This design comes from an exercise in tuning for small area on the open sky130 flow, not from production work.
RTL that was checked went through simulation tests only; none was proved equivalent to the original.
The RTL of runs 5 and 6 was laid out without a check of its function.
Power is estimated from default activity; no workload was simulated.

`flow/constraint.sdc`:
```
create_clock -name core_clock -period 10.0 [get_ports {clk}]
set_input_delay 2.0000 -clock core_clock [delete_from_list [all_inputs] [get_ports {clk}]]
set_output_delay 2.0000 -clock core_clock [all_outputs]
set_load 0.01 [all_outputs]
```
`flow/flow/run.sh`:
```
#!/bin/bash
set -euo pipefail
export FLOW_WORK="$PWD"
export FLOW_ABC_SCRIPT="$PWD/flow/abc_area_deep.script"
bash standard.sh \
  "SYNTH_SCRIPT=$PWD/flow/synth_deep.tcl" \
  "BUFFER_PORTS_ARGS=-buffer_cell sky130_fd_sc_hd__buf_1" \
  "CTS_ARGS=-sink_clustering_enable -repair_clock_nets -dont_use_dummy_load -buf_list sky130_fd_sc_hd__clkbuf_8 -sink_clustering_size 20 -sink_clustering_max_diameter 50" \
  finish > flow_make.log 2>&1
```
`flow/flow/abc_area_deep.script`:
```
strash
&get -n
&deepsyn -J 200 -T 0
&put
dch -f
&get -n
&nf -R 1000
&put
topo
dnsize -c
```
`flow/config.mk`:
```
export PLATFORM = sky130hd
export DESIGN_NAME = via_block
export DESIGN_NICKNAME = via_block
export VERILOG_FILES = /design/flow/design.v
export SDC_FILE = /design/flow/constraint.sdc
export NUM_CORES = 4
export LEC_CHECK = 0
export CAP_MARGIN = 0
export CORE_MARGIN = 2
export CORE_UTILIZATION = 40
export PLACE_DENSITY = 0.6
export SLEW_MARGIN = 0
```
`flow/standard.sh`:
```
#!/bin/bash
# synth_recipe.tcl (not shown) runs the flow's synth.tcl, then flattens the netlist and writes it again
# the make line also repeats each setting of config.mk as NAME=value (left out here)
make -C /OpenROAD-flow-scripts/flow DESIGN_CONFIG=/design/flow/config.mk WORK_HOME=/design/flow/orfs CLKGATE_MAP_FILE= SYNTH_SCRIPT=/design/flow/synth_recipe.tcl "${@:-finish}"
```
`flow/flow/synth_deep.tcl`:
```
# The standard synthesis script (synth_recipe.tcl, sourced unchanged), with only the ABC
# script of its technology-mapping call replaced by an area-oriented one (abc_area_deep.script).
# The flip-flops are mapped by dfflibmap before ABC runs, so the registers, their names and
# their cells are those of the standard synthesis.
proc abc {args} {
  set i [lsearch -exact $args -script]
  if {$i >= 0} { lset args [expr {$i + 1}] $::env(FLOW_ABC_SCRIPT) }
  yosys abc {*}$args
}
source $::env(FLOW_WORK)/synth_recipe.tcl
```
`flow/design.v`:
```
module via_block (
    input  wire        clk,
    input  wire        rst,
    input  wire        cmd_valid,
    output wire        cmd_ready,
    input  wire [2:0]  cmd_op,       
    input  wire        cmd_unit,     
    input  wire        cmd_debug,    
    input  wire [3:0]  cmd_reg,
    input  wire [31:0] cmd_data,     
    input  wire        i2c_sda_in,   
    input  wire        ser_atn,
    input  wire        ser_clk,
    input  wire        ser_data,
    input  wire [3:0]  joy_data,     
    output reg         rsp_valid,
    output reg  [7:0]  rsp_rdata,
    output reg         rsp_i2c_step,
    output wire        irq1,
    output wire        irq2,
    output wire        pb7_1,
    output wire        pb7_2,
    output reg         i2c_sda_out,
    output reg         i2c_scl_out,
    output reg         joy_latch,
    output reg         joy_clk
);
    reg  [4:0] ph;
    reg        clr;           
    reg        run;
    reg  [5:0] pc;            
    wire op_rd = ~cmd_op[2] & ~cmd_op[1] & ~cmd_op[0];
    wire op_wr = ~cmd_op[1] & cmd_op[0];
    wire op_st = cmd_op[1] & ~cmd_op[0];
    wire op_pu = cmd_op[1] & cmd_op[0];
    wire op_rs = cmd_op[2];
    wire       u    = cmd_unit & ~op_rs;    
    wire [3:0] r    = cmd_reg;
    wire [4:0] rel  = {ph[4] ^ u, ph[3:0]};
    wire       lo   = ~rel[4];
    wire       rend = &rel;
    wire st      = run & op_st;
    wire p_cap   = st & (pc == 6'd25);
    wire p_arith = st & (pc[5:3] == 3'b011) & pc[1];
    wire p_t2y   = st & (pc == 6'd28);
    wire p_t2fin = st & (pc == 6'd29);
    wire p_t1fin = st & (pc == 6'd0);
    wire p_div   = st & pc[5];
    wire p_fin   = p_t2y | p_t2fin | p_t1fin;
    wire p_pulse = run & op_pu;
    wire p_wr    = run & op_wr;
    wire p_rs    = run & op_rs;
    wire p_rd    = run & op_rd;
    wire a_hi    = pc[0];       
    wire a_t1    = pc[2];       
    wire first   = (pc[4:0] == 5'd0);
    wire hw = r[0] | (r[3] & r[2] & r[1]);
    wire rd_done = p_rd & pc[0] & (rel == {1'b0, hw, 3'b111});
    wire nr_done = run & ~op_rd & rend & (pc == {5'd0, op_pu});
    assign cmd_ready = rd_done | nr_done;
    wire accept = cmd_valid & cmd_ready;
    reg [31:0] rA, rB, rC, rD, rT1, rT1L, rT2, rT2L, rPL, rPH;
    wire oA = rA[0], oB = rB[0], oC = rC[0], oD = rD[0];
    wire oT1 = rT1[0], oT1L = rT1L[0], oT2 = rT2[0], oT2L = rT2L[0];
    wire oPL = rPL[0], oPH = rPH[0];
    reg  iA, iB, iC, iD, iT1, iT1L, iT2, iT2L, iPL, iPH;
    reg [1:0] ifr6, ifr5, ier6, ier5, pb7r, t1neg, t2neg;
    wire [1:0] irq = (ifr6 & ier6) | (ifr5 & ier5);
    assign irq1  = irq[0];
    assign irq2  = irq[1];
    assign pb7_1 = pb7r[0];
    assign pb7_2 = pb7r[1];
    reg c1, c2, dly, b, fb, x16, und;    
    wire kbit = cmd_data[{a_hi, rel[3] & ~op_wr, rel[2:0]}];
    wire vbit = kbit;
    wire inc_t  = p_pulse ? (a_hi ? oPH : oPL)
                : a_hi ? (a_t1 ? t1neg[u] : t2neg[u])
                       : (a_t1 ? oT1 : oT2);
    wire inc_ci = (rel == 5'd0 && !a_hi) ? 1'b1 : c1;
    wire inc_s  = inc_t ^ inc_ci;
    wire inc_co = inc_t & inc_ci;
    wire sub_e  = (~a_t1 & und) ? (a_hi ? oPH : oPL) : kbit;
    wire sub_ci = (rel == 5'd0 && !a_hi) ? 1'b0 : c2;
    wire sub_d  = sub_e ^ ~inc_s ^ sub_ci;
    wire sub_co = (sub_e & ~inc_s) | (sub_e & sub_ci) | (~inc_s & sub_ci);
    wire tl     = lo & oT1L;
    wire p_ci   = (rel == 5'd1) | (c1 & (rel != 5'd0));
    wire p_bit  = tl ^ p_ci;
    wire p_co   = tl & p_ci;
    wire sg     = ~first & fb;
    wire dv_a   = (rel == 5'd0) ? b : (~first & dly);
    wire dv_b   = sg ? p_bit : ~p_bit;
    wire dv_ci  = (rel == 5'd0) ? ~sg : c2;
    wire dv_s   = dv_a ^ dv_b ^ dv_ci;
    wire dv_co  = (dv_a & dv_b) | (dv_a & dv_ci) | (dv_b & dv_ci);
    wire f_src_t2 = p_t2fin & und;
    wire f_src_t1 = p_t1fin & und;
    wire f_inv    = ~f_src_t2;
    wire f_src    = f_src_t2 ? oT2 : f_src_t1 ? oT1 : oPL;
    wire f_a      = lo ? (f_src ^ f_inv) : (f_inv & ~x16);
    wire f_x      = p_t2y   ? oPH
                  : p_t2fin ? (~und | fb)
                  : ((und & ~fb) ? tl : 1'b1);
    wire f_cin    = p_t1fin & und & ~fb;
    wire f_ci     = (rel == 5'd0) ? f_cin : c2;
    wire f_s      = f_a ^ f_x ^ f_ci;
    wire f_co     = (f_a & f_x) | (f_a & f_ci) | (f_x & f_ci);
    wire wm    = p_wr & lo & (rel[3] == hw);
    wire w_A   = wm & ((r[3:1] == 3'd0) | (r == 4'd15));
    wire w_B   = wm & (r[3:1] == 3'd1);
    wire w_T1L = wm & (r[3:2] == 2'd1);
    wire w_T2L = wm & (r[3:1] == 3'd4);
    wire w_C   = wm & (r[3:1] == 3'd5);
    wire w_D   = wm & (r == 4'd12);
    wire w_ier = wm & (r == 4'd14) & (rel[2:0] < 3'd5);
    wire ld_T1 = p_wr & lo & (r == 4'd5);
    wire ld_T2 = p_wr & lo & (r == 4'd9);
    wire push  = p_wr & ~u & ((r[3:2] == 2'd0) | (r == 4'd15)) & (rel[4:2] == 3'b010);
    wire ora_n  = iA;
    wire ddra_n = iB;
    always @(*) begin
        iA = oA; iB = oB; iC = oC; iD = oD;
        iT1 = oT1; iT1L = oT1L; iT2 = oT2; iT2L = oT2L; iPL = oPL; iPH = oPH;
        if (w_A)   iA   = vbit;
        if (w_B)   iB   = vbit;
        if (w_T1L) iT1L = vbit;
        if (w_T2L) iT2L = vbit;
        if (w_C)   iC   = vbit;
        if (w_D)   iD   = vbit;
        if (w_ier) iD   = cmd_data[7] ? (oD | vbit) : (oD & ~vbit);
        if (ld_T1) begin
            iT1 = rel[3] ? vbit : oT1L;
            if (rel == 5'd14) iD = 1'b1;
        end
        if (ld_T2) begin
            iT2 = rel[3] ? vbit : oT2L;
            if (rel == 5'd13) iD = 1'b1;
        end
        if (p_pulse & lo) begin
            if (a_hi) iPH = inc_s; else iPL = inc_s;
        end
        if (p_arith & lo) begin
            if (a_hi) iPH = sub_d; else iPL = sub_d;
        end
        if (p_div & lo) iT1 = dv_s;
        if ((p_t2y | p_t2fin) & lo) iT2 = f_s;
        if (p_t2fin & (rel == 5'd13)) iD = oD & ~und;
        if (p_t1fin & lo) begin
            iT1 = f_s;
            iPL = 1'b0;
            iPH = 1'b0;
            if (rel == 5'd14) iD = oD & ~(und & ~oC);
        end
        if (p_rs) begin
            iA = 1'b0; iB = 1'b0; iD = 1'b0; iPL = 1'b0; iPH = 1'b0;
            if (rel[3]) iC = 1'b0;
        end
        if (clr) begin
            iA = 1'b0; iB = 1'b0; iC = 1'b0; iD = 1'b0;
            iT1 = 1'b0; iT1L = 1'b0; iT2 = 1'b0; iT2L = 1'b0; iPL = 1'b0; iPH = 1'b0;
        end
    end
    always @(posedge clk) begin
        rA   <= {iA,   rA[31:1]};
        rB   <= {iB,   rB[31:1]};
        rC   <= {iC,   rC[31:1]};
        rD   <= {iD,   rD[31:1]};
        rT1  <= {iT1,  rT1[31:1]};
        rT1L <= {iT1L, rT1L[31:1]};
        rT2  <= {iT2,  rT2[31:1]};
        rT2L <= {iT2L, rT2L[31:1]};
        rPL  <= {iPL,  rPL[31:1]};
        rPH  <= {iPH,  rPH[31:1]};
    end
    wire [4:0] bm = 5'd30 - pc[4:0];      
    always @(posedge clk) begin
        dly <= rel[4] ? x16 : oT1;
        if (lo && rel[3:0] == bm[3:0])
            b <= bm[4] ? iPH : iPL;
        if (lo | (p_div & (rel == 5'd16))) begin
            c1 <= p_div ? p_co : inc_co;
            c2 <= p_div ? dv_co : p_fin ? f_co : sub_co;
        end
        if (p_arith & a_hi & (rel == 5'd0))  x16 <= sub_d;
        if (p_div & (rel == 5'd16))          x16 <= dv_s;
        if (p_arith & a_hi & (rel == 5'd15)) und <= sub_co;
        if ((p_cap & (rel == 5'd13)) | (p_rd & ~pc[0] & (rel == 5'd9)))
            und <= oC;
        if (p_t2y & (rel == 5'd15))          fb  <= f_co;
        if (p_div & (rel == 5'd17))          fb  <= dv_s;
    end
    wire [2:0] jb = rel[2:0];
    reg  ext, sb;
    always @(*) begin
        case (jb)
            3'd0: ext = r[0] & i2c_sda_in;
            3'd1: ext = r[0] & i2c_scl_out;
            3'd4: ext = r[0] & joy_data[0];
            3'd5: ext = r[0] ? joy_data[1] : ser_atn;
            3'd6: ext = r[0] ? joy_data[2] : ser_clk;
            3'd7: ext = r[0] ? joy_data[3] : ser_data;
            default: ext = 1'b0;
        endcase
        case (r[3:1])
            3'd0: sb = oA;
            3'd1: sb = oB;
            3'd2: sb = oT1;
            3'd3: sb = oT1L;
            3'd4: sb = oT2;
            3'd5: sb = oC;
            3'd6: sb = r[0] ? ((jb == 3'd5) & ifr5[u] | (jb == 3'd6) & ifr6[u] | (jb == 3'd7) & irq[u])
                            : oD;
            default: sb = r[0] ? oA
                            : (jb == 3'd5) ? ier5[u] : (jb == 3'd6) ? ier6[u] : (jb == 3'd7) | oD;
        endcase
        if (!u && (r[3:1] == 3'd0 || r == 4'd15))
            sb = (oB ? oA : ext) & ~(~r[0] & und);
    end
    always @(posedge clk)
        rsp_rdata <= {sb, rsp_rdata[7:1]};
    wire acc_wr = accept & op_wr;
    wire acc_rd = accept & op_rd & ~cmd_debug;
    wire acc_rs = accept & op_rs;
    wire t2_und = p_t2fin & (rel == 5'd13) & und & oD;
    wire t1_und = p_t1fin & (rel == 5'd14) & und & oD;
    integer n;
    always @(posedge clk) begin
        ph  <= rst ? 5'd0 : ph + 5'd1;
        clr <= rst | (clr & ~&ph);
        if (rst) begin
            run <= 1'b0;
        end else if (!run) begin
            if (cmd_valid & ~clr & rend) begin
                run <= 1'b1;
                pc  <= op_st ? 6'd25 : 6'd0;
            end
        end else if (cmd_ready) begin
            run <= 1'b0;
        end else if (rend) begin
            pc <= (p_arith & (pc[4:0] == 5'd31) & ~und) ? 6'd0 : pc + 6'd1;
        end
        rsp_valid    <= ~rst & accept;
        rsp_i2c_step <= accept & ~u & ((r == 4'd1) | (r == 4'd15)) &
                        ((op_rd & ~cmd_debug) | op_wr);
        for (n = 0; n < 2; n = n + 1) begin
            if (rst) begin
                ifr6[n] <= 1'b0; ifr5[n] <= 1'b0; ier6[n] <= 1'b0; ier5[n] <= 1'b0;
                pb7r[n] <= 1'b0; t1neg[n] <= 1'b0; t2neg[n] <= 1'b0;
            end else if (acc_rs) begin
                ifr6[n] <= 1'b0; ifr5[n] <= 1'b0; ier6[n] <= 1'b0; ier5[n] <= 1'b0;
                pb7r[n] <= 1'b0;
            end else if (u == n) begin
                if (t2_und) ifr5[n] <= 1'b1;
                if (t1_und) begin
                    ifr6[n] <= 1'b1;
                    pb7r[n] <= oC ? (pb7r[n] ^ fb) : ~pb7r[n];
                end
                if (p_t2fin & (rel == 5'd16)) t2neg[n] <= f_s;
                if (p_t1fin & (rel == 5'd16)) t1neg[n] <= f_s;
                if (acc_rd & (r == 4'd4)) ifr6[n] <= 1'b0;
                if (acc_rd & (r == 4'd8)) ifr5[n] <= 1'b0;
                if (acc_wr) begin
                    case (r)
                        4'd5: begin ifr6[n] <= 1'b0; pb7r[n] <= 1'b0; t1neg[n] <= 1'b0; end
                        4'd7: ifr6[n] <= 1'b0;
                        4'd9: begin ifr5[n] <= 1'b0; t2neg[n] <= 1'b0; end
                        4'd13: begin
                            if (cmd_data[6]) ifr6[n] <= 1'b0;
                            if (cmd_data[5]) ifr5[n] <= 1'b0;
                        end
                        4'd14: begin
                            if (cmd_data[6]) ier6[n] <= cmd_data[7];
                            if (cmd_data[5]) ier5[n] <= cmd_data[7];
                        end
                        default: ;
                    endcase
                end
            end
        end
        if (rst) begin
            i2c_sda_out <= 1'b1;
            i2c_scl_out <= 1'b1;
            joy_latch   <= 1'b0;
            joy_clk     <= 1'b0;
        end else begin
            if (push & (rel[1:0] == 2'd0)) i2c_sda_out <= ~ddra_n | ora_n;
            if (push & (rel[1:0] == 2'd1)) i2c_scl_out <= ~ddra_n | ora_n;
            if (push & (rel[1:0] == 2'd2)) joy_latch   <= ora_n;
            if (push & (rel[1:0] == 2'd3)) joy_clk     <= ora_n;
            if (acc_wr & ~u & (r == 4'd12) & (cmd_data[7:6] == 2'b11))
                i2c_scl_out <= cmd_data[5];
        end
    end
endmodule
```
==> summary.txt, run 1 <==
Routing
  – Pre-antenna DRT Iters: 5
  – Via Count: about 5800
  – Remaining routing DRC violations: 0
  – DR vias/cell: 4.89
  – Initial DRC Count: ~560
  – Per-cell routed wire length: roughly 16 um
  – Antenna Nets Post-Route: 0
  – Routed WL: ~19 mm

Synthesis
  – Synth area leader: dfxtp_1
  – Top-count cell post-synth: dfxtp_1
  – Synth top area cells: dfxtp_1 73%, edfxtp_1 3.7%, nand2_1 2.6%
  – Yosys reg bits: around 370
  – Synth Area per Inst: 12.9 um^2
  – Yosys cell types: 52
  – Netlist Area Pre-Place: approximately 10000 um^2
  – Top cells by count, synth: 356 x dfxtp_1, 69 x nand2_1, 54 x nor2_1, 34 x o21ai_0, 30 x a21oi_1
  – Post-synthesis net count: 831
  – Post-synthesis sequential area ratio: 76.2%
  – Asr flop ratio synth: 0%
  – Number of synthesis warnings: 1
  – Post-synth EDFFs: 12
  – Share of the synthesized area in the top cell type: 72.5%
  – Mapped Cells: between 700 and 800
  – Synth Flop Type: dfxtp_1

Clock network
  – Clk slew on worst S/H paths: 0.10 ns
  – Clock Path Buffers: 3
  – Post-CTS Setup Bufs: 0
  – Worst skew pair latency: between 0.5 and 0.6 ns
  – Root buffer cell: clkbuf_8
  – CTS resizes: 0
  – CTS buffer count: 25
  – CTS Sinks: 368
  – CTS Hold Buffers Added: 0
  – CTS tree: yes
  – CTS HTree Levels: 1

Timing
  – Fin crit share: between 60 and 70%
  – Slew HR: a little under 40%
  – WHS: 0.282 ns
  – Post-Route Skew: between 0.08 and 0.09 ns
  – Final critical-path required period: approximately 6.4 ns
  – Setup TNS: 0 ns
  – Hold Fails Final Rpt: 0
  – Final setup viols: 0
  – Count of final max-slew check failures: 0
  – Fmax: between 150 and 200 MHz
  – Slew @ Worst Pin: 0.908 ns
  – RSZ-0062 raised after global routing: no

Worst setup path
  – Setup crit end kind: primary output
  – Critical Path Most Common Cell: buf_1
  – Crit path max fanout: 12
  – CP Data Arrival Time: about 4.4 ns
  – Critical path required time: around 8.0 ns
  – Critical Path Start Type: input port
  – CP Cell Sequence: buf_1 > nand2b_1 > xnor2_1 > buf_4 > or3_1 > o32ai_1 > buf_1
  – CP max stage cell: o32ai_1
  – Setup CP Type: input port to primary output
  – Max stage delay on crit path: roughly 0.55 ns

Finish
  – Layout cell share with drive strength beyond 1: 3.59%
  – Ant. Diodes: 0
  – Fin nets: 933
  – Layout area overhead: 10.7%

Global route
  – Largest net degree at the start of global routing: 24
  – First-pass GRT wire length: 29.5 mm
  – GR Overflow Total: 0
  – Number of global-route vias before repair: around 5400
  – Top Usage Layer GRT: met1
  – GRT met1 Usage: roughly 23%
  – GR met2 Demand/Resource: around 19%
  – Initial antenna violation count: 0
  – GR Util All Layers: between 10 and 15%
  – Met3 usage: under 10%

Placement
  – GPL Wtd Cong: between 0.9 and 1
  – Port Buffers: 70
  – DP HPWL: 13.0 mm

Pwr
  – Clk pwr share: between 20% and 30%
  – Switching power share of the total: a little over a fifth
  – Max IR drop VDD: 0.000109 V
  – Power per cell area: 202 nW/um^2
  – Part of the power in combinational logic: about 4.0%
  – Pint: between 1500 and 2000 uW
  – Leak: between 0.004 and 0.005 uW
  – Net Switching: around 460 uW
  – Sequential share of power: a little under 70%

Floorplan
  – Die Span Y: around 160 um
  – DIE AREA: between 20000 and 30000 um^2
  – Ports: approximately 70
  – Die X: about 160 um
  – Row count: 57
  – Initial core utilization: between 40% and 50%
  – Total core area: 24200 um^2

Outcome
  – Status: timing/DRC/antenna clean

Min path
  – Min-delay worst type: flip-flop to flip-flop

Flow run
  – # Max-Cap Violations: 0
-- path summary, 6_finish.rpt --
check | cells past startpoint | start | to | slack [ns]
worst max register to register | 14 | ph[0]$_SDFF_PP0_ | b$_DFFE_PP_ | 5.57
worst min register to register | 0 | rD[25]$_DFF_P_ | rD[24]$_DFF_P_ | 0.28
worst max-delay path | 7 | cmd_op[2] | cmd_ready | 3.63
worst min-delay path | 0 | rD[25]$_DFF_P_ | rD[24]$_DFF_P_ | 0.28
-- registers in the layout, indices dropped and copies added, names as in the netlist, 32 cells and up --
| signal | count |
|---|---|
| rA | 32 |
| rB | 32 |
| rC | 32 |
| rD | 32 |
| rPH | 32 |
| rPL | 32 |
| rT1L | 32 |
| rT1 | 32 |
| rT2L | 32 |
| rT2 | 32 |
-- area by class of cell --
| class | count | area, um^2 |
|---|---|---|
| Clock buffer | 25 | 344 |
| Fill cell | 2266 | 13400 |
| Inverter | 20 | 75.1 |
| Multi-Input combinational cell | 376 | 2260 |
| Sequential cell | 368 | 7490 |
| Tap cell | 324 | 405 |
| Timing Repair Buffer | 75 | 300 |
-- logic make-up after synthesis --
kind of cell	count (synthesis)	synth area share (%)
DFF	368	76.2
and+or+nand+nor	198	9.22
AOI/OAI and AO/OA	140	9.33
buffers and inverters	20	0.764
adders and majority gates	15	2.14
xor gates and xnor gates	12	1.07
muxes	11	1.29
-- critical path: cells and delay by family --
family | cells | cell delay [ns]
AOI/OAI and AO/OA | 1 | 0.55
xor gates and xnor gates | 1 | 0.11
buffers and inverters | 3 | 0.84
and+or+nand+nor | 2 | 0.87
-- power by group through the flow --
stage | clock network (uW) | registers [uW] | logic (uW)
6_report | 626 | 1480 | 88.8
5_1_grt | 701 | 1480 | 97.5
4_1_cts | 654 | 1480 | 87.7
3_5_place_dp | 0 | 1520 | 87.3
3_3_place_gp | 0 | 1520 | 87.4
2_1_floorplan | 0 | 1520 | 48.1
-- cell usage in the layout (no fill, tap or decap), types with 4 or more instances in the layout --
cell	instances
dfxtp_1	356
buf_1	70
nand2_1	69
nor2_1	54
o21ai_0	34
a21oi_1	30
clkbuf_8	25
clkinv_1	20
o22ai_1	19
nor3_1	17
nand3_1	12
ha_1	12
edfxtp_1	12
a31oi_1	8
nand2b_1	8
nor2b_1	8
xnor2_1	7
a32o_1	7
mux2i_1	7
and2_0	6
nand4_1	6
nor4_1	5
xor2_1	5
buf_4	5
a22oi_1	4
a211oi_1	4
-- per-layer routing --
layer / up-vias / part of all wire, % / wire [um]
met2: 224 / 38 / 7040
li1: 2835 / - / -
met3: 35 / 8.9 / 1660
met5: - / 0 / 0
met1: 2713 / 51 / 9390
met4: 0 / 2.5 / 468
-- per-stage QoR --
step | instances | util, % | cell area, um^2 | setup slack, ns | total power, uW
6_report | 1188 | 44.9 | 10900 | 3.63 | 2200
3_5_place_dp | 1163 | 43.4 | 10500 | 3.71 | 1600
3_3_place_gp | 1163 | 43.4 | 10500 | 3.74 | 1600
2_1_floorplan | 764 | - | 9830 | 4.47 | 1570
5_1_grt | 1188 | 44.9 | 10900 | 3.49 | 2280
4_1_cts | 1188 | 44.9 | 10900 | 3.69 | 2220
==> run 2, diff against run 1 <==
==> flow/config.mk (replaced) <==
export PLATFORM = sky130hd
export DESIGN_NAME = via_block
export DESIGN_NICKNAME = via_block
export VERILOG_FILES = /design/flow/design.v
export SDC_FILE = /design/flow/constraint.sdc
export NUM_CORES = 4
export LEC_CHECK = 0
export CAP_MARGIN = 20
export CORE_MARGIN = 2
export CORE_UTILIZATION = 50
export PLACE_DENSITY = 0.7
export SLEW_MARGIN = 20
==> summary.txt, run 2 <==
Outcome
  – Status: timing/DRC/antenna clean (unchanged)

Finish
  – Layout cell share with drive strength beyond 1: 3.36% (was 3.59%)
  – Commonest non-fill, non-tap cell in the layout: dfxtp_1 (unchanged)
  – Fin nets: 931 (was 933)
  – Layout area overhead: 9.78% (was 10.7%)
  – Ant. Diodes: 0 (unchanged)
  – Final Util: 55.6% (was 44.9%)
  – Post-route cell area: 10800 um^2 (was 10900 um^2)
  – FILL cells: 1663 (was 2266)
  – Commonest cells after routing, fill and taps aside: 356 x dfxtp_1, 70 x buf_1, 69 x nand2_1 (unchanged)
  – Sequential Area: 7490 um^2 (unchanged)
  – Area of the multi-input gates: 2260 um^2 (unchanged)

Synthesis
  – Yosys cell types: 52 (unchanged)
  – Top-count cell post-synth: dfxtp_1 (unchanged)
  – Number of synthesis warnings: 1 (unchanged)
  – Asr flop ratio synth: 0% (unchanged)
  – Yosys reg bits: 368 (unchanged)
  – Synth area leader: dfxtp_1 (unchanged)
  – Netlist Area Pre-Place: 9830 um^2 (unchanged)
  – Synth top area cells: dfxtp_1 73%, edfxtp_1 3.7%, nand2_1 2.6% (unchanged)
  – Share of the synthesized area in the top cell type: 72.5% (unchanged)
  – Synth Flop Type: dfxtp_1 (unchanged)
  – Post-synthesis net count: 831 (unchanged)
  – Synth Area per Inst: 12.9 um^2 (unchanged)
  – Post-synthesis sequential area ratio: 76.2% (unchanged)
  – Mapped Cells: 764 (unchanged)
  – Post-synth EDFFs: 12 (unchanged)
  – Top cells by count, synth: 356 x dfxtp_1, 69 x nand2_1, 54 x nor2_1, 34 x o21ai_0, 30 x a21oi_1 (unchanged)

Timing
  – Fin crit share: 63.6% (was 63.7%)
  – Slew HR: 30.5% (was 39.4%)
  – Fmax: 157 MHz (about the same)
  – Setup TNS: 0 ns (unchanged)
  – Hold Fails Final Rpt: 0 (unchanged)
  – Final worst setup slack: 3.64 ns (was 3.63 ns)
  – Post-Route Skew: 0.0561 ns (was 0.0854 ns)
  – Final setup viols: 0 (unchanged)
  – Final critical-path required period: 6.36 ns (was 6.37 ns)
  – RSZ-0062 raised after global routing: no (unchanged)
  – WHS: 0.283 ns (was 0.282 ns)
  – Slew @ Worst Pin: 1.03 ns (was 0.908 ns)
  – Count of final max-slew check failures: 0 (unchanged)

Clock network
  – CTS Hold Buffers Added: 0 (unchanged)
  – Worst skew pair latency: 0.56 ns (was 0.58 ns)
  – Post-CTS Setup Bufs: 0 (unchanged)
  – CTS resizes: 0 (unchanged)
  – CTS Sinks: 368 (unchanged)
  – CTS tree: yes (unchanged)
  – Clk slew on worst S/H paths: 0.10 ns (about the same)
  – CTS HTree Levels: 1 (unchanged)
  – Root buffer cell: clkbuf_8 (unchanged)
  – Clock Path Buffers: 3 (unchanged)
  – CTS buffer count: 25 (unchanged)

Worst setup path
  – Worst R2R End: b$_DFFE_PP_ (unchanged)
  – Worst flop-to-flop path startpoint: ph[1]$_SDFF_PP0_ (was ph[0]$_SDFF_PP0_)
  – R2R Setup Slk: 5.71 ns (was 5.57 ns)
  – Critical path required time: 8.00 ns (about the same)
  – Setup crit end kind: primary output (unchanged)
  – CP Data Arrival Time: 4.36 ns (was 4.37 ns)
  – Setup CP Type: input port to primary output (unchanged)
  – Crit path max fanout: 12 (unchanged)
  – Worst R2R Path Depth: 14 (unchanged)
  – Critical Path Start Type: input port (unchanged)

Global route
  – Number of global-route vias before repair: 5451 (was 5409)
  – First-pass GRT wire length: 28.2 mm (was 29.5 mm)
  – GR Overflow Total: 0 (unchanged)
  – GR Util All Layers: 17.4% (was 14.3%)
  – Initial antenna violation count: 0 (unchanged)
  – Largest net degree at the start of global routing: 24 (unchanged)

Min path
  – End of the worst hold path: rC[19]$_DFF_P_ (was rD[24]$_DFF_P_)
  – Hold wc startpoint: rC[20]$_DFF_P_ (was rD[25]$_DFF_P_)
  – Hold Crit Depth: 0 (unchanged)
  – Min-delay worst type: flip-flop to flip-flop (unchanged)

Floorplan
  – Die Span Y: 144 um (was 161 um)
  – DIE AREA: 20800 um^2 (was 25800 um^2)
  – Die X: 144 um (was 161 um)
  – Initial core utilization: 50.7% (was 40.5%)
  – Total core area: 19400 um^2 (was 24200 um^2)
  – Ports: 71 (unchanged)
  – Row count: 51 (was 57)

Placement
  – Cell Area, Placed: 10400 um^2 (was 10500 um^2)
  – Dpl ws: 3.74 ns (was 3.71 ns)
  – DP HPWL: 12.3 mm (was 13.0 mm)
  – GPL Wtd Cong: 0.948 (was 0.917)
  – Port Buffers: 70 (unchanged)

Routing
  – Antenna Nets Post-Route: 0 (unchanged)
  – Remaining routing DRC violations: 0 (unchanged)
  – DR vias/cell: 5.14 (was 4.89)
  – Initial DRC Count: 436 (was 564)
  – Pre-antenna DRT Iters: 5 (unchanged)
  – Via Count: 5789 (was 5807)
  – Routed WL: 17.7 mm (was 18.6 mm)
  – Per-cell routed wire length: 15.7 um (was 15.6 um)

Flow run
  – # Max-Cap Violations: 0 (unchanged)

Pwr
  – Power per cell area: 203 nW/um^2 (was 202 nW/um^2)
  – Leak: 0.00405 uW (was 0.00406 uW)
  – Max IR drop VDD: 0.000137 V (was 0.000109 V)
==> run 2: logic make-up after synthesis <==
logic type	synth area share, %
buffers and inverters	0.764
and+or+nand+nor	9.22
AOI/OAI and AO/OA	9.33
adders and majority gates	2.14
DFF	76.2
muxes	1.29
xor gates and xnor gates	1.07
==> run 2: final cells by class <==
cell class,instances,area share [%]
Multi-Input combinational cell,376,21.0
Tap cell,265,3.07
Clock buffer,25,3.19
Inverter,20,0.696
Timing Repair Buffer,73,2.64
Sequential cell,368,69.4
==> run 2: where the power goes <==
part           internal, uW  total, uW  switching (uW)
Combinational          30.1       85.0            54.8
Clock                   225        616             391
Sequential             1480       1480            5.70
Total                  1730       2180             452
==> run 2: stage by stage <==
step,cells,power [uW]
after detailed placement,1102,1600
after CTS,1127,2210
final,1127,2180
after global routing,1127,2270
after global placement,1102,1600
after floorplan,764,1570
==> run 2: metal layers <==
layer / wire length, um / global-route usage [%]
met3: 1480 / 3.61
met4: 553 / 5.57
met2: 7030 / 24.6
met1: 8680 / 26.7
met5: 0 / 0
==> run 2: worst max path at each step <==
| stage | start | endpoint | cells past startpoint |
|---|---|---|---|
| 2_1_floorplan | cmd_op[2] | cmd_ready | 4 |
| 3_3_place_gp | cmd_op[2] | cmd_ready | 7 |
| 3_5_place_dp | cmd_op[2] | cmd_ready | 7 |
| 4_1_cts | cmd_op[2] | cmd_ready | 7 |
| 5_1_grt | cmd_op[2] | cmd_ready | 7 |
| 6_report | cmd_op[2] | cmd_ready | 7 |
==> run 2: critical path: stages <==
cell	delay (ns)
buf_1	0.33
nand2b_1	0.48
xnor2_1	0.11
buf_4	0.20
or3_1	0.39
o32ai_1	0.59
buf_1	0.25
==> run 3, diff against run 2 <==
--- a/flow/config.mk
+++ b/flow/config.mk
@@ -8,5 +8,7 @@
 export CAP_MARGIN = 20
 export CORE_MARGIN = 2
 export CORE_UTILIZATION = 50
+export GPL_ROUTABILITY_DRIVEN = 0
+export GPL_TIMING_DRIVEN = 0
 export PLACE_DENSITY = 0.7
 export SLEW_MARGIN = 20
==> summary.txt, run 3 <==
Outcome
  – Status: timing/DRC/antenna clean (unchanged)

Pwr
  – Power per cell area: 202 nW/um^2 (was 203 nW/um^2)
  – Leak: 0.00403 uW (was 0.00405 uW)
  – Max IR drop VDD: 0.000119 V (was 0.000137 V)
  – Final Power: 2180 uW (about the same)

Worst setup path
  – Crit path max fanout: 12 (unchanged)
  – Setup CP Type: input port to primary output (unchanged)
  – Critical Path Start Type: input port (unchanged)
  – Critical path required time: 8.00 ns (about the same)
  – Setup crit end kind: primary output (unchanged)
  – CP Data Arrival Time: 4.91 ns (was 4.36 ns)

Floorplan
  – Total core area: 19400 um^2 (unchanged)
  – DIE AREA: 20800 um^2 (unchanged)
  – Initial core utilization: 50.7% (unchanged)
  – Row count: 51 (unchanged)
  – Ports: 71 (unchanged)
  – Die X: 144 um (unchanged)
  – Die Span Y: 144 um (unchanged)

Global route
  – First-pass GRT wire length: 28.2 mm (about the same)
  – Number of global-route vias before repair: 5523 (was 5451)
  – Top Usage Layer GRT: met1 (unchanged)
  – Initial antenna violation count: 1 (was 0)
  – GRT met1 Usage: 26.5% (was 26.7%)
  – GR Util All Layers: 17.3% (was 17.4%)
  – Met3 usage: 3.94% (was 3.61%)
  – Largest net degree at the start of global routing: 24 (unchanged)
  – GR met2 Demand/Resource: 24.7% (was 24.6%)
  – GR Overflow Total: 0 (unchanged)

Timing
  – Final setup viols: 0 (unchanged)
  – Hold Fails Final Rpt: 0 (unchanged)
  – Setup TNS: 0 ns (unchanged)
  – RSZ-0062 raised after global routing: no (unchanged)
  – Post-Route Skew: 0.0439 ns (was 0.0561 ns)
  – Count of final max-slew check failures: 0 (unchanged)
  – Slew HR: 24.2% (was 30.5%)
  – Fin crit share: 69.1% (was 63.6%)
  – Slew @ Worst Pin: 1.13 ns (was 1.03 ns)
  – Fmax: 145 MHz (was 157 MHz)
  – Final critical-path required period: 6.91 ns (was 6.36 ns)

Placement
  – Placed Cells: 1099 (was 1102)
  – Port Buffers: 70 (unchanged)
  – DP HPWL: 11.9 mm (was 12.3 mm)

Routing
  – Initial DRC Count: 510 (was 436)
  – Antenna Nets Post-Route: 0 (unchanged)
  – Routed WL: 17.5 mm (was 17.7 mm)
  – Per-cell routed wire length: 15.5 um (was 15.7 um)
  – Via Count: 5821 (was 5789)
  – DR vias/cell: 5.18 (was 5.14)
  – Remaining routing DRC violations: 0 (unchanged)
  – Pre-antenna DRT Iters: 7 (was 5)

Synthesis
  – Synth area leader: dfxtp_1 (unchanged)
  – Top-count cell post-synth: dfxtp_1 (unchanged)
  – Share of the synthesized area in the top cell type: 72.5% (unchanged)
  – Top cells by count, synth: 356 x dfxtp_1, 69 x nand2_1, 54 x nor2_1, 34 x o21ai_0, 30 x a21oi_1 (unchanged)
  – Synth top area cells: dfxtp_1 73%, edfxtp_1 3.7%, nand2_1 2.6% (unchanged)
  – Post-synthesis net count: 831 (unchanged)
  – Synth Area per Inst: 12.9 um^2 (unchanged)
  – Netlist Area Pre-Place: 9830 um^2 (unchanged)
  – Number of synthesis warnings: 1 (unchanged)
  – Yosys cell types: 52 (unchanged)
  – Synth Flop Type: dfxtp_1 (unchanged)
  – Asr flop ratio synth: 0% (unchanged)
  – Post-synth EDFFs: 12 (unchanged)
  – Mapped Cells: 764 (unchanged)
  – Yosys reg bits: 368 (unchanged)
  – Post-synthesis sequential area ratio: 76.2% (unchanged)

Clock network
  – Root buffer cell: clkbuf_8 (unchanged)
  – CTS Sinks: 368 (unchanged)
  – CTS tree: yes (unchanged)
  – Worst skew pair latency: 0.54 ns (was 0.56 ns)
  – CTS HTree Levels: 1 (unchanged)
  – CTS resizes: 0 (unchanged)
  – Clk slew on worst S/H paths: 0.11 ns (was 0.10 ns)
  – CTS Hold Buffers Added: 0 (unchanged)
  – CTS buffer count: 24 (was 25)
  – Clock Path Buffers: 3 (unchanged)
  – Post-CTS Setup Bufs: 0 (unchanged)

Flow run
  – # Max-Cap Violations: 0 (unchanged)

Finish
  – Final Util: 55.5% (was 55.6%)
  – Fin nets: 927 (was 931)
  – Fin cells: 1123 (was 1127)
  – Layout cell share with drive strength beyond 1: 3.03% (was 3.36%)
  – Layout area overhead: 9.49% (was 9.78%)
  – Commonest cells after routing, fill and taps aside: 356 x dfxtp_1, 70 x buf_1, 69 x nand2_1 (unchanged)
  – Commonest non-fill, non-tap cell in the layout: dfxtp_1 (unchanged)
  – Ant. Diodes: 0 (unchanged)
  – FILL cells: 1688 (was 1663)

Min path
  – Min-delay worst type: flip-flop to flip-flop (unchanged)
run 3: cell counts after synthesis:
No cell type changed its count.
run 3: cell families (layout without fill, tap and decap cells):
kind of cell               count (synthesis)  count (layout)  share of synthesized area, %
AOI/OAI and AO/OA                        140             140                          9.33
and+or+nand+nor                          198             198                          9.22
buffers and inverters                     20             114                         0.764
adders and majority gates                 15              15                          2.14
DFF                                      368             368                          76.2
muxes                                     11              11                          1.29
xor gates and xnor gates                  12              12                          1.07
run 3: routing by layer:
layer	vias up	wire [um]
li1	2816	-
met1	2722	8660
met2	250	6980
met3	33	1490
met4	0	321
met5	-	0
run 3: worst paths after layout:
kind / depth (start not counted) / to / startpoint / slack, ns
setup / recovery: 6 / cmd_ready / cmd_op[2] / 3.09
hold / removal: 0 / rA[7]$_DFF_P_ / rA[8]$_DFF_P_ / 0.30
setup reg to reg: 14 / b$_DFFE_PP_ / ph[0]$_SDFF_PP0_ / 5.62
hold reg to reg: 0 / rA[7]$_DFF_P_ / rA[8]$_DFF_P_ / 0.30
run 3: cell type report:
cell class | count | area, um^2 | area share (%)
clock buffers | 24 | 330 | 3.07
inverters | 20 | 75.1 | 0.698
well taps | 265 | 332 | 3.08
flip-flops and latches | 368 | 7490 | 69.6
multi-input cells | 376 | 2270 | 21.1
repair buffers | 70 | 263 | 2.44
run 3: report_power, final:
group	internal, uW	total (uW)	switching (uW)
Combinational	29.6	83.2	53.6
Sequential	1480	1480	5.70
Clock	216	608	392
Total	1720	2180	451
run 3: per-stage QoR:
step                instance area (um^2)  hold WS (ns)  setup slack [ns]
floorplan                           9830         0.310              4.47
global placement                   10400         0.310              3.35
detailed placement                 10400         0.312              3.33
CTS                                10800         0.290              3.32
global route                       10800         0.297              3.02
finish                             10800         0.297              3.09
run 3: critical path, cell delays in order:
cell,delay (ns)
buf_1,0.34
nand2b_1,0.52
xnor2_1,0.46
or3_1,0.50
o32ai_1,0.86
buf_1,0.23
==> run 4, diff against run 3 <==
--- a/flow/config.mk
+++ b/flow/config.mk
@@ -7,8 +7,8 @@
 export LEC_CHECK = 0
 export CAP_MARGIN = 20
 export CORE_MARGIN = 2
-export CORE_UTILIZATION = 50
+export CORE_UTILIZATION = 60
 export GPL_ROUTABILITY_DRIVEN = 0
 export GPL_TIMING_DRIVEN = 0
-export PLACE_DENSITY = 0.7
+export PLACE_DENSITY = 0.8
 export SLEW_MARGIN = 20
==> summary.txt, run 4 <==
Routing
  – Antenna Nets Post-Route: 0 (unchanged)
  – Pre-antenna DRT Iters: 7 (unchanged)
  – Initial DRC Count: 588 (was 510)
  – Routed WL: 17.5 mm (about the same)
  – Via Count: 5881 (was 5821)
  – Per-cell routed wire length: 16.2 um (was 15.5 um)
  – DR vias/cell: 5.47 (was 5.18)
  – Remaining routing DRC violations: 0 (unchanged)

Pwr
  – Leak: 0.00403 uW (unchanged)
  – Power per cell area: 203 nW/um^2 (was 202 nW/um^2)
  – Final Power: 2170 uW (was 2180 uW)
  – Max IR drop VDD: 0.000143 V (was 0.000119 V)

Clock network
  – CTS buffer count: 24 (unchanged)
  – CTS Hold Buffers Added: 0 (unchanged)
  – Root buffer cell: clkbuf_8 (unchanged)
  – Clock Path Buffers: 3 (unchanged)
  – CTS HTree Levels: 1 (unchanged)
  – Clk slew on worst S/H paths: 0.11 ns (about the same)
  – CTS tree: yes (unchanged)
  – Post-CTS Setup Bufs: 0 (unchanged)
  – Worst skew pair latency: 0.56 ns (was 0.54 ns)
  – CTS Sinks: 368 (unchanged)
  – CTS resizes: 0 (unchanged)

Timing
  – Hold Fails Final Rpt: 0 (unchanged)
  – Slew HR: 33.9% (was 24.2%)
  – Count of final max-slew check failures: 0 (unchanged)
  – Final setup viols: 0 (unchanged)
  – Fin crit share: 66.0% (was 69.1%)
  – Post-Route Skew: 0.0567 ns (was 0.0439 ns)
  – Final critical-path required period: 6.60 ns (was 6.91 ns)
  – WHS: 0.295 ns (was 0.297 ns)
  – Slew @ Worst Pin: 0.985 ns (was 1.13 ns)
  – Fmax: 151 MHz (was 145 MHz)
  – RSZ-0062 raised after global routing: no (unchanged)
  – Setup TNS: 0 ns (unchanged)

Synthesis
  – Mapped Cells: 764 (unchanged)
  – Yosys cell types: 52 (unchanged)
  – Synth Flop Type: dfxtp_1 (unchanged)
  – Synth Area per Inst: 12.9 um^2 (unchanged)
  – Synth area leader: dfxtp_1 (unchanged)
  – Top-count cell post-synth: dfxtp_1 (unchanged)
  – Netlist Area Pre-Place: 9830 um^2 (unchanged)
  – Post-synth EDFFs: 12 (unchanged)
  – Synth top area cells: dfxtp_1 73%, edfxtp_1 3.7%, nand2_1 2.6% (unchanged)
  – Post-synthesis sequential area ratio: 76.2% (unchanged)
  – Number of synthesis warnings: 1 (unchanged)
  – Post-synthesis net count: 831 (unchanged)
  – Share of the synthesized area in the top cell type: 72.5% (unchanged)
  – Asr flop ratio synth: 0% (unchanged)
  – Yosys reg bits: 368 (unchanged)
  – Top cells by count, synth: 356 x dfxtp_1, 69 x nand2_1, 54 x nor2_1, 34 x o21ai_0, 30 x a21oi_1 (unchanged)

Placement
  – Port Buffers: 70 (unchanged)
  – DP HPWL: 12.0 mm (was 11.9 mm)
  – Cell Area, Placed: 10400 um^2 (about the same)

Floorplan
  – Total core area: 15900 um^2 (was 19400 um^2)
  – Ports: 71 (unchanged)
  – DIE AREA: 17400 um^2 (was 20800 um^2)
  – Die Span Y: 132 um (was 144 um)
  – Row count: 46 (was 51)
  – Die X: 132 um (was 144 um)
  – Initial core utilization: 61.6% (was 50.7%)

Worst setup path
  – Crit path max fanout: 12 (unchanged)
  – CP Data Arrival Time: 4.60 ns (was 4.91 ns)
  – Max stage delay on crit path: 0.58 ns (was 0.86 ns)
  – CP Cell Sequence: buf_1 > nand2b_1 > xnor2_1 > or3_1 > o32ai_1 > buf_1 (unchanged)
  – Setup CP Type: input port to primary output (unchanged)
  – CP max stage cell: o32ai_1 (unchanged)
  – Setup crit end kind: primary output (unchanged)
  – Critical Path Most Common Cell: buf_1 (unchanged)
  – Critical Path Start Type: input port (unchanged)
  – Critical path required time: 8.00 ns (about the same)

Global route
  – Largest net degree at the start of global routing: 24 (unchanged)
  – GR Util All Layers: 20.1% (was 17.3%)
  – Initial antenna violation count: 1 (unchanged)
  – Number of global-route vias before repair: 5502 (was 5523)
  – GR Overflow Total: 0 (unchanged)
  – First-pass GRT wire length: 28.2 mm (about the same)

Finish
  – Fin nets: 927 (unchanged)
  – Post-route cell area: 10700 um^2 (was 10800 um^2)
  – Layout cell share with drive strength beyond 1: 3.03% (unchanged)
  – Layout area overhead: 8.89% (was 9.49%)
  – Commonest non-fill, non-tap cell in the layout: dfxtp_1 (unchanged)
  – FILL cells: 1185 (was 1688)
  – Final Util: 67.1% (was 55.5%)
  – Commonest cells after routing, fill and taps aside: 356 x dfxtp_1, 70 x buf_1, 69 x nand2_1 (unchanged)

Outcome
  – Status: timing/DRC/antenna clean (unchanged)

Min path
  – Min-delay worst type: flip-flop to flip-flop (unchanged)

Flow run
  – # Max-Cap Violations: 0 (unchanged)
[run 4: cell counts after synthesis]
No cell type changed its count.
[run 4: path summary, 6_finish.rpt]
kind,start,to,slack (ns),cells after the start
worst max-delay path,cmd_op[2],cmd_ready,3.40,6
worst max register to register,ph[0]$_SDFF_PP0_,b$_DFFE_PP_,5.66,14
worst min register to register,rB[2]$_DFF_P_,rB[1]$_DFF_P_,0.30,0
worst min-delay path,rB[2]$_DFF_P_,rB[1]$_DFF_P_,0.30,0
[run 4: metrics by stage]
step / worst slack (ns) / std cells
3_5_place_dp: 3.52 / 1050
5_1_grt: 3.23 / 1075
4_1_cts: 3.52 / 1074
6_report: 3.40 / 1075
2_1_floorplan: 4.47 / 764
3_3_place_gp: 3.50 / 1050
[run 4: layer usage]
| layer | vias up | global-route usage (%) | wire length [um] |
|---|---|---|---|
| li1 | 2823 | - | - |
| met1 | 2699 | 31.0 | 8180 |
| met2 | 306 | 28.1 | 7010 |
| met3 | 53 | 4.77 | 1710 |
| met4 | 0 | 6.34 | 554 |
| met5 | - | 0 | 0 |
[run 4: final cells by class]
cell class              instances  area, um^2  area share (%)
inverters                      20        75.1           0.702
multi-input cells             376        2270            21.2
diodes                          1        2.50          0.0234
flip-flops and latches        368        7490            70.0
repair buffers                 70         263            2.46
clock buffers                  24         330            3.09
well taps                     216         270            2.53
[run 4: cells by family after synthesis]
logic type      count (synthesis)  share of synthesized area (%)
xor+xnor                       12                           1.07
compound gates                140                           9.33
fa+ha+maj                      15                           2.14
mux                            11                           1.29
flops                         368                           76.2
simple gates                  198                           9.22
buf+inv                        20                          0.764
[run 4: power by group]
| part | internal, uW | leakage (uW) | total, uW | switching (uW) |
|---|---|---|---|---|
| sequential | 1480 | 0.00299 | 1480 | 5.97 |
| clock | 216 | 0.000173 | 605 | 388 |
| combinational | 29.5 | 0.000872 | 83.4 | 53.9 |
| total | 1720 | 0.00403 | 2170 | 448 |
[run 4: critical path, delay by kind of cell]
family                 cells  cell delay (ns)
AO/OA/AOI/OAI              1             0.58
buffers and inverters      2             0.66
XOR/XNOR                   1             0.40
AND/OR/NAND/NOR            2             0.95
==> run 5, diff against run 4 <==
--- a/flow/design.v
+++ b/flow/design.v
@@ -29,16 +29,16 @@
     reg        clr;           
     reg        run;
     reg  [5:0] pc;            
+    wire       u    = cmd_unit;
+    wire [3:0] r    = cmd_reg;
+    wire [4:0] rel  = {ph[4] ^ u, ph[3:0]};
+    wire       lo   = ~rel[4];
+    wire       rend = &rel;
     wire op_rd = ~cmd_op[2] & ~cmd_op[1] & ~cmd_op[0];
     wire op_wr = ~cmd_op[1] & cmd_op[0];
     wire op_st = cmd_op[1] & ~cmd_op[0];
     wire op_pu = cmd_op[1] & cmd_op[0];
     wire op_rs = cmd_op[2];
-    wire       u    = cmd_unit & ~op_rs;    
-    wire [3:0] r    = cmd_reg;
-    wire [4:0] rel  = {ph[4] ^ u, ph[3:0]};
-    wire       lo   = ~rel[4];
-    wire       rend = &rel;
     wire st      = run & op_st;
     wire p_cap   = st & (pc == 6'd25);
     wire p_arith = st & (pc[5:3] == 3'b011) & pc[1];
==> flow/flow/run.sh (replaced) <==
#!/bin/bash
set -euo pipefail
export FLOW_WORK="$PWD"
export FLOW_ABC_SCRIPT="$PWD/flow/abc_area_deep.script"
bash standard.sh \
  "SYNTH_SCRIPT=$PWD/flow/synth_deep.tcl" \
  "BUFFER_PORTS_ARGS=-buffer_cell sky130_fd_sc_hd__buf_1" \
  "CTS_ARGS=-sink_clustering_enable -repair_clock_nets -dont_use_dummy_load -buf_list {sky130_fd_sc_hd__clkbuf_2 sky130_fd_sc_hd__clkbuf_4 sky130_fd_sc_hd__clkbuf_8} -sink_clustering_size 16 -sink_clustering_max_diameter 40" \
  finish > flow_make.log 2>&1
==> flow/flow/abc_area_deep.script (replaced) <==
strash
&get -n
&deepsyn -T 20
&put
dch -f
&get -n
&nf -R 1000
&put
topo
dnsize -c
--- a/flow/config.mk
+++ b/flow/config.mk
@@ -7,8 +7,6 @@
 export LEC_CHECK = 0
 export CAP_MARGIN = 20
 export CORE_MARGIN = 2
-export CORE_UTILIZATION = 60
-export GPL_ROUTABILITY_DRIVEN = 0
-export GPL_TIMING_DRIVEN = 0
-export PLACE_DENSITY = 0.8
+export CORE_UTILIZATION = 40
+export PLACE_DENSITY = 0.6
 export SLEW_MARGIN = 20
==> summary.txt, run 5 <==
Clock network
  – Post-CTS Setup Bufs: 0 (unchanged)
  – CTS Hold Buffers Added: 0 (unchanged)
  – CTS buffer count: 37 (was 24)
  – Clk slew on worst S/H paths: 0.08 ns (was 0.11 ns)
  – CTS Sinks: 368 (unchanged)
  – Root buffer cell: clkbuf_8 (unchanged)
  – CTS HTree Levels: 2 (was 1)
  – CTS tree: yes (unchanged)
  – Clock Path Buffers: 3 (unchanged)
  – Worst skew pair latency: 0.53 ns (was 0.56 ns)
  – CTS resizes: 0 (unchanged)

Pwr
  – Pint: 1830 uW (was 1720 uW)
  – Net Switching: 475 uW (was 448 uW)
  – Leak: 0.00418 uW (was 0.00403 uW)
  – Sequential share of power: 64.1% (was 68.3%)
  – Part of the power in combinational logic: 3.3% (was 3.8%)
  – Clk pwr share: 32.5% (was 27.8%)
  – Power per cell area: 208 nW/um^2 (was 203 nW/um^2)
  – Max IR drop VDD: 0.000160 V (was 0.000143 V)
  – Switching power share of the total: 20.6% (about the same)

Routing
  – Pre-antenna DRT Iters: 5 (was 7)
  – Remaining routing DRC violations: 0 (unchanged)
  – Per-cell routed wire length: 15.0 um (was 16.2 um)
  – Via Count: 5824 (was 5881)
  – Routed WL: 18.0 mm (was 17.5 mm)
  – Antenna Nets Post-Route: 0 (unchanged)
  – DR vias/cell: 4.87 (was 5.47)
  – Initial DRC Count: 422 (was 588)

Timing
  – Count of final max-slew check failures: 0 (unchanged)
  – Post-Route Skew: 0.0452 ns (was 0.0567 ns)
  – Hold Fails Final Rpt: 0 (unchanged)
  – RSZ-0062 raised after global routing: no (unchanged)
  – Fin crit share: 55.5% (was 66.0%)
  – Fmax: 180 MHz (was 151 MHz)
  – WHS: 0.273 ns (was 0.295 ns)
  – Slew @ Worst Pin: 0.840 ns (was 0.985 ns)
  – Final critical-path required period: 5.55 ns (was 6.60 ns)
  – Slew HR: 44.0% (was 33.9%)
  – Final setup viols: 0 (unchanged)
  – Setup TNS: 0 ns (unchanged)

Floorplan
  – Row count: 57 (was 46)
  – DIE AREA: 26000 um^2 (was 17400 um^2)
  – Die X: 161 um (was 132 um)
  – Ports: 71 (unchanged)
  – Total core area: 24200 um^2 (was 15900 um^2)
  – Die Span Y: 161 um (was 132 um)
  – Initial core utilization: 40.7% (was 61.6%)

Worst setup path
  – Critical Path Most Common Cell: buf_1 (unchanged)
  – Worst R2R End: b$_DFFE_PP_ (unchanged)
  – CP Data Arrival Time: 3.55 ns (was 4.60 ns)
  – Worst Setup EP: cmd_ready (unchanged)
  – Worst Setup SP: cmd_reg[0] (was cmd_op[2])
  – Critical Path Start Type: input port (unchanged)
  – Worst R2R Path Depth: 12 (was 14)
  – R2R Setup Slk: 5.82 ns (was 5.66 ns)
  – Worst flop-to-flop path startpoint: ph[0]$_SDFF_PP0_ (unchanged)
  – Setup CP Type: input port to primary output (unchanged)
  – CP max stage cell: o32ai_1 (unchanged)
  – Setup crit end kind: primary output (unchanged)
  – Crit path max fanout: 12 (unchanged)
  – Max stage delay on crit path: 0.52 ns (was 0.58 ns)
  – Critical path required time: 8.00 ns (about the same)
  – CP Cell Sequence: buf_1 > a31oi_1 > xnor2_1 > o32ai_1 > buf_1 (was buf_1 > nand2b_1 > xnor2_1 > or3_1 > o32ai_1 > buf_1)

Flow run
  – # Max-Cap Violations: 0 (unchanged)

Placement
  – GPL Wtd Cong: ~0.9
  – DP HPWL: 12.3 mm (was 12.0 mm)
  – Port Buffers: 70 (unchanged)
  – Cell Area, Placed: 10600 um^2 (was 10400 um^2)
  – Placed Cells: 1160 (was 1050)

Global route
  – Top Usage Layer GRT: met2 (was met1)
  – GRT met1 Usage: 19.5% (was 31.0%)
  – GR met2 Demand/Resource: 20.2% (was 28.1%)
  – Largest net degree at the start of global routing: 20 (was 24)
  – Number of global-route vias before repair: 5611 (was 5502)
  – First-pass GRT wire length: 29.0 mm (was 28.2 mm)
  – Met3 usage: 3.70% (was 4.77%)
  – GR Overflow Total: 0 (unchanged)
  – Initial antenna violation count: 0 (was 1)
  – GR Util All Layers: 14.0% (was 20.1%)

Synthesis
  – Synth Flop Type: dfxtp_1 (unchanged)
  – Netlist Area Pre-Place: 9870 um^2 (was 9830 um^2)
  – Post-synth EDFFs: 12 (unchanged)
  – Yosys cell types: 50 (was 52)
  – Top-count cell post-synth: dfxtp_1 (unchanged)
  – Synth area leader: dfxtp_1 (unchanged)
  – Yosys reg bits: 368 (unchanged)
  – Top cells by count, synth: 356 x dfxtp_1, 55 x nand2_1, 46 x nor2_1, 41 x o21ai_0, 29 x a21oi_1 (was 356 x dfxtp_1, 69 x nand2_1, 54 x nor2_1, 34 x o21ai_0, 30 x a21oi_1)
  – Post-synthesis net count: 829 (was 831)
  – Synth Area per Inst: 13.0 um^2 (was 12.9 um^2)
  – Share of the synthesized area in the top cell type: 72.2% (was 72.5%)
  – Asr flop ratio synth: 0% (unchanged)
  – Number of synthesis warnings: 1 (unchanged)
  – Synth top area cells: dfxtp_1 72%, edfxtp_1 3.7%, nand2_1 2.1% (was dfxtp_1 73%, edfxtp_1 3.7%, nand2_1 2.6%)
  – Post-synthesis sequential area ratio: 75.9% (was 76.2%)
  – Mapped Cells: 762 (was 764)

Finish
  – Commonest non-fill, non-tap cell in the layout: dfxtp_1 (unchanged)
  – Layout cell share with drive strength beyond 1: 4.81% (was 3.03%)
  – Commonest cells after routing, fill and taps aside: 356 x dfxtp_1, 70 x buf_1, 55 x nand2_1 (was 356 x dfxtp_1, 70 x buf_1, 69 x nand2_1)
  – Fin nets: 942 (was 927)
  – FILL cells: 2238 (was 1185)
  – Ant. Diodes: 0 (was 1)
  – Layout area overhead: 12.2% (was 8.89%)
  – Fin cells: 1197 (was 1075)
  – Post-route cell area: 11100 um^2 (was 10700 um^2)
  – Final Util: 45.7% (was 67.1%)

Min path
  – Min-delay worst type: flip-flop to flip-flop (unchanged)
  – Hold wc startpoint: rC[18]$_DFF_P_ (was rB[2]$_DFF_P_)

Outcome
  – Status: timing/DRC/antenna clean (unchanged)
==> run 5: changes by cell type after synthesis, moves of 7 or more <==
cell,before,now
and3_1,3,14
o22ai_1,19,2
nand2_1,69,55
o21ai_0,34,41
nor2_1,54,46
nand3_1,12,22
==> run 5: final cells by class <==
cell class	instances	area [um^2]	area share [%]
clock buffer	37	509	4.60
inverter	16	60.1	0.542
multi-input combinational	378	2320	21.0
sequential	368	7490	67.6
tap	324	405	3.66
timing repair buffer	74	293	2.64
==> run 5: how the worst min path moves through the flow <==
stage	end	slack, ns	depth (start not counted)
floorplan	rA[0]$_DFF_P_	0.31	0
global route	rC[17]$_DFF_P_	0.28	0
global placement	rT1L[12]$_DFF_P_	0.31	0
CTS	rC[17]$_DFF_P_	0.28	0
detailed placement	rA[18]$_DFF_P_	0.31	0
finish	rC[17]$_DFF_P_	0.27	0
==> run 5: layer usage <==
| layer | share of wire [%] | routed length (um) | up-vias |
|---|---|---|---|
| met5 | 0 | 0 | - |
| met4 | 4.0 | 728 | 0 |
| met3 | 6.8 | 1220 | 57 |
| met2 | 41 | 7370 | 178 |
| met1 | 48 | 8660 | 2728 |
| li1 | - | - | 2861 |
==> run 5: logic make-up after synthesis <==
kind of cell | count (synthesis) | synth area share (%)
multiplexers | 15 | 1.69
flip-flops | 368 | 75.9
buffers and inverters | 16 | 0.608
AO/OA/AOI/OAI | 131 | 8.68
AND/OR/NAND/NOR | 206 | 10.1
XOR/XNOR | 11 | 0.976
adder cells (fa/ha/maj) | 15 | 2.13
==> run 5: critical path: cells and delay by family <==
family                 cells  cell delay [ns]
XOR/XNOR                   1             0.26
buffers and inverters      2             0.65
AO/OA/AOI/OAI              2             0.65
==> run 5: power by group through the flow <==
stage / sequential [uW] / clock [uW] / combinational, uW
finish: 1480 / 751 / 76.2
global route: 1480 / 840 / 84.4
CTS: 1480 / 786 / 75.1
detailed placement: 1510 / 0 / 74.8
global placement: 1510 / 0 / 74.8
floorplan: 1510 / 0 / 42.5
==> run 5: metrics by stage <==
step	power, uW	worst slack, ns
4_1_cts	2340	4.49
2_1_floorplan	1560	4.62
5_1_grt	2410	4.35
3_3_place_gp	1590	4.53
3_5_place_dp	1590	4.50
6_report	2310	4.45
==> run 6, diff against run 5 <==
==> flow/flow/run.sh (replaced) <==
#!/bin/bash
set -euo pipefail
export FLOW_WORK="$PWD"
export FLOW_ABC_SCRIPT="$PWD/flow/abc_area_deep.script"
bash standard.sh \
  "SYNTH_SCRIPT=$PWD/flow/synth_deep.tcl" \
  "BUFFER_PORTS_ARGS=-buffer_cell sky130_fd_sc_hd__buf_1" \
  "CTS_ARGS=-sink_clustering_enable -repair_clock_nets -dont_use_dummy_load -buf_list sky130_fd_sc_hd__clkbuf_8 -sink_clustering_size 24 -sink_clustering_max_diameter 45" \
  finish > flow_make.log 2>&1
==> flow/flow/abc_area_deep.script (replaced) <==
strash
&get -n
&deepsyn -J 200 -T 0
&put
dch -f
&get -n
&nf -R 1000
&put
topo
dnsize -c
==> summary.txt, run 6 <==
Outcome
  – Status: timing/DRC/antenna clean (unchanged)

Synthesis
  – Top cells by count, synth: 356 x dfxtp_1, 55 x nand2_1, 46 x nor2_1, 41 x o21ai_0, 29 x a21oi_1 (unchanged)
  – Post-synthesis sequential area ratio: 75.9% (unchanged)
  – Netlist Area Pre-Place: 9870 um^2 (unchanged)
  – Synth area leader: dfxtp_1 (unchanged)
  – Synth Flop Type: dfxtp_1 (unchanged)
  – Mapped Cells: 762 (unchanged)
  – Synth top area cells: dfxtp_1 72%, edfxtp_1 3.7%, nand2_1 2.1% (unchanged)
  – Share of the synthesized area in the top cell type: 72.2% (unchanged)
  – Asr flop ratio synth: 0% (unchanged)
  – Number of synthesis warnings: 1 (unchanged)
  – Post-synthesis net count: 829 (unchanged)
  – Yosys reg bits: 368 (unchanged)
  – Top-count cell post-synth: dfxtp_1 (unchanged)
  – Synth Area per Inst: 13.0 um^2 (unchanged)
  – Post-synth EDFFs: 12 (unchanged)
  – Yosys cell types: 50 (unchanged)

Worst setup path
  – Critical path depth: 5 (unchanged)
  – Worst Setup SP: cmd_reg[0] (unchanged)
  – Critical Path Most Common Cell: buf_1 (unchanged)
  – Setup crit end kind: primary output (unchanged)
  – Worst Path Buf+Inv: 2 (unchanged)
  – Dominant delay contributor by cell family on the critical path: buffers and inverters (unchanged)
  – Critical path required time: 8.00 ns (about the same)
  – Worst Setup EP: cmd_ready (unchanged)
  – R2R Setup Slk: 5.77 ns (was 5.82 ns)
  – CP Data Arrival Time: 3.55 ns (about the same)
  – Max stage delay on crit path: 0.51 ns (was 0.52 ns)
  – Critical Path Start Type: input port (unchanged)
  – Worst flop-to-flop path startpoint: ph[0]$_SDFF_PP0_ (unchanged)
  – CP max stage cell: o32ai_1 (unchanged)
  – Setup CP Type: input port to primary output (unchanged)
  – CP Cell Sequence: buf_1 > a31oi_1 > xnor2_1 > o32ai_1 > buf_1 (unchanged)
  – Worst R2R End: b$_DFFE_PP_ (unchanged)
  – Worst R2R Path Depth: 12 (unchanged)
  – Crit path max fanout: 12 (unchanged)

Clock network
  – CTS Sinks: 368 (unchanged)
  – Clk slew on worst S/H paths: 0.12 ns (was 0.08 ns)
  – CTS Hold Buffers Added: 0 (unchanged)
  – Worst skew pair latency: 0.63 ns (was 0.53 ns)
  – Post-CTS Setup Bufs: 0 (unchanged)
  – Root buffer cell: clkbuf_8 (unchanged)
  – CTS resizes: 0 (unchanged)
  – CTS HTree Levels: 1 (was 2)
  – Clock Path Buffers: 3 (unchanged)
  – CTS buffer count: 31 (was 37)
  – CTS tree: yes (unchanged)

Pwr
  – Max IR drop VDD: 0.000119 V (was 0.000160 V)
  – Sequential share of power: 65.9% (was 64.1%)
  – Leak: 0.00414 uW (was 0.00418 uW)
  – Pint: 1780 uW (was 1830 uW)
  – Switching power share of the total: 20.9% (was 20.6%)
  – Part of the power in combinational logic: 3.4% (was 3.3%)
  – Final Power: 2250 uW (was 2310 uW)
  – Net Switching: 470 uW (was 475 uW)
  – Power per cell area: 204 nW/um^2 (was 208 nW/um^2)
  – Clk pwr share: 30.7% (was 32.5%)

Floorplan
  – DIE AREA: 26000 um^2 (unchanged)
  – Initial core utilization: 40.7% (unchanged)
  – Ports: 71 (unchanged)
  – Row count: 57 (unchanged)
  – Die X: 161 um (unchanged)
  – Die Span Y: 161 um (unchanged)
  – Total core area: 24200 um^2 (unchanged)

Placement
  – GPL Wtd Cong: 0.882 (unchanged)
  – DP HPWL: 12.3 mm (unchanged)
  – Port Buffers: 70 (unchanged)

Timing
  – RSZ-0062 raised after global routing: no (unchanged)
  – Fin crit share: 55.5% (about the same)
  – Post-Route Skew: 0.0975 ns (was 0.0452 ns)
  – Slew HR: 41.6% (was 44.0%)
  – Hold Fails Final Rpt: 0 (unchanged)
  – Final critical-path required period: 5.55 ns (about the same)
  – Setup TNS: 0 ns (unchanged)
  – Slew @ Worst Pin: 0.876 ns (was 0.840 ns)
  – Final setup viols: 0 (unchanged)
  – Count of final max-slew check failures: 0 (unchanged)
  – Fmax: 180 MHz (about the same)

Finish
  – Layout area overhead: 11.4% (was 12.2%)
  – Fin nets: 936 (was 942)
  – Layout cell share with drive strength beyond 1: 4.15% (was 4.81%)
  – Ant. Diodes: 0 (unchanged)
  – Commonest non-fill, non-tap cell in the layout: dfxtp_1 (unchanged)
  – Commonest cells after routing, fill and taps aside: 356 x dfxtp_1, 70 x buf_1, 55 x nand2_1 (unchanged)

Routing
  – DR vias/cell: 4.84 (was 4.87)
  – Antenna Nets Post-Route: 0 (unchanged)
  – Remaining routing DRC violations: 0 (unchanged)
  – Routed WL: 18.0 mm (about the same)
  – Per-cell routed wire length: 15.1 um (was 15.0 um)
  – Initial DRC Count: 478 (was 422)
  – Pre-antenna DRT Iters: 5 (unchanged)
  – Via Count: 5769 (was 5824)

Global route
  – GR Overflow Total: 0 (unchanged)
  – Initial antenna violation count: 0 (unchanged)
  – Number of global-route vias before repair: 5506 (was 5611)
  – First-pass GRT wire length: 28.8 mm (was 29.0 mm)
  – Largest net degree at the start of global routing: 25 (was 20)
  – GR Util All Layers: 13.8% (was 14.0%)

Flow run
  – # Max-Cap Violations: 0 (unchanged)

Min path
  – Hold Crit Depth: 0 (unchanged)
  – Min-delay worst type: flip-flop to flip-flop (unchanged)
==> run 6: changes by cell type in the layout (fill, tap and decap cells not counted) <==
| cell | before | now |
|---|---|---|
| clkbuf_8 | 37 | 31 |
==> run 6: power by group through the flow <==
stage	clock, uW	combinational [uW]	sequential, uW
global route	771	84.4	1480
CTS	715	75.1	1480
global placement	0	74.8	1510
finish	691	76.1	1480
floorplan	0	42.5	1510
detailed placement	0	74.8	1510
==> run 6: logic make-up after synthesis <==
| logic type | count (synthesis) | share of synthesized area [%] |
|---|---|---|
| XOR/XNOR | 11 | 0.976 |
| AO/OA/AOI/OAI | 131 | 8.68 |
| flip-flops | 368 | 75.9 |
| buffers and inverters | 16 | 0.608 |
| adder cells (fa/ha/maj) | 15 | 2.13 |
| AND/OR/NAND/NOR | 206 | 10.1 |
| multiplexers | 15 | 1.69 |
==> run 6: cell type report <==
| class | count | area (um^2) |
|---|---|---|
| Fill cell | 2240 | 13300 |
| Multi-Input combinational cell | 378 | 2320 |
| Clock buffer | 31 | 427 |
| Tap cell | 324 | 405 |
| Inverter | 16 | 60.1 |
| Timing Repair Buffer | 74 | 293 |
| Sequential cell | 368 | 7490 |
==> run 6: stage by stage <==
step	setup WS (ns)	cell area (um^2)	hold WS (ns)	util, %	std cells
3_5_place_dp	4.50	10600	0.312	43.6	1160
5_1_grt	4.35	11000	0.248	45.3	1191
6_report	4.45	11000	0.236	45.3	1191
4_1_cts	4.49	11000	0.250	45.3	1191
2_1_floorplan	4.62	9870	0.310	-	762
3_3_place_gp	4.53	10600	0.310	43.6	1160
==> run 6: layer usage <==
layer	GRT usage (%)	vias up	part of all wire [%]
li1	-	2842	-
met3	3.52	44	6.2
met2	20.2	157	41
met5	0	-	0
met4	5.11	0	3.3
met1	19.6	2726	49
==> run 6: worst register-to-register path, delay by kind of cell, from the launching register on <==
kind | cells | cell delay [ns]
adders and majority gates | 1 | 0.58
muxes | 2 | 0.49
buffers and inverters | 1 | 0.37
DFF | 1 | 0.62
AOI/OAI and AO/OA | 4 | 1.02
and+or+nand+nor | 4 | 0.86
==> run 6: worst min-delay path by stage <==
stage	from	endpoint
floorplan	rA[1]$_DFF_P_	rA[0]$_DFF_P_
global placement	rT1L[13]$_DFF_P_	rT1L[12]$_DFF_P_
detailed placement	rA[19]$_DFF_P_	rA[18]$_DFF_P_
CTS	rA[26]$_DFF_P_	rA[25]$_DFF_P_
global route	rPH[15]$_DFF_P_	rPH[14]$_DFF_P_
finish	rA[26]$_DFF_P_	rA[25]$_DFF_P_

-- static timing again, ports no longer ideal --
In the flow no input, the clock included, has a driving cell. The finished layouts below were timed again as built, in two steps. Step 1 (the two cells are an assumption about what drives the block):
set clk [get_ports {clk}]
set_driving_cell -lib_cell sky130_fd_sc_hd__clkbuf_16 $clk
set_driving_cell -lib_cell sky130_fd_sc_hd__buf_2 [delete_from_list [all_inputs] $clk]
Step 2 times the ports against the registers' clock, not the clock port: input delays grow and output delays shrink by t, the midpoint of the rising clock arrivals with the driver on. Slacks: no drivers / after step 1 / after step 2; pairs: no drivers / after step 1.
| run | shift t [ns] | setup WS [ns] | worst setup path at the end |
|---|---|---|---|
| run 1 | 0.575 | 3.626 / 3.598 / 3.598 | input to output |
| run 2 | 0.575 | 3.644 / 3.585 / 3.585 | input to output |
| run 3 | 0.562 | 3.094 / 3.040 / 3.040 | input to output |
| run 4 | 0.571 | 3.398 / 3.376 / 3.376 | input to output |
| run 5 | 0.525 | 4.447 / 4.416 / 4.416 | input to output |
| run 6 | 0.601 | 4.449 / 4.418 / 4.418 | input to output |
After both steps every run listed still meets setup and hold. The setup slack of run 2, which loses most, moves by -0.059 ns with the drivers and by -0.059 ns with both steps.
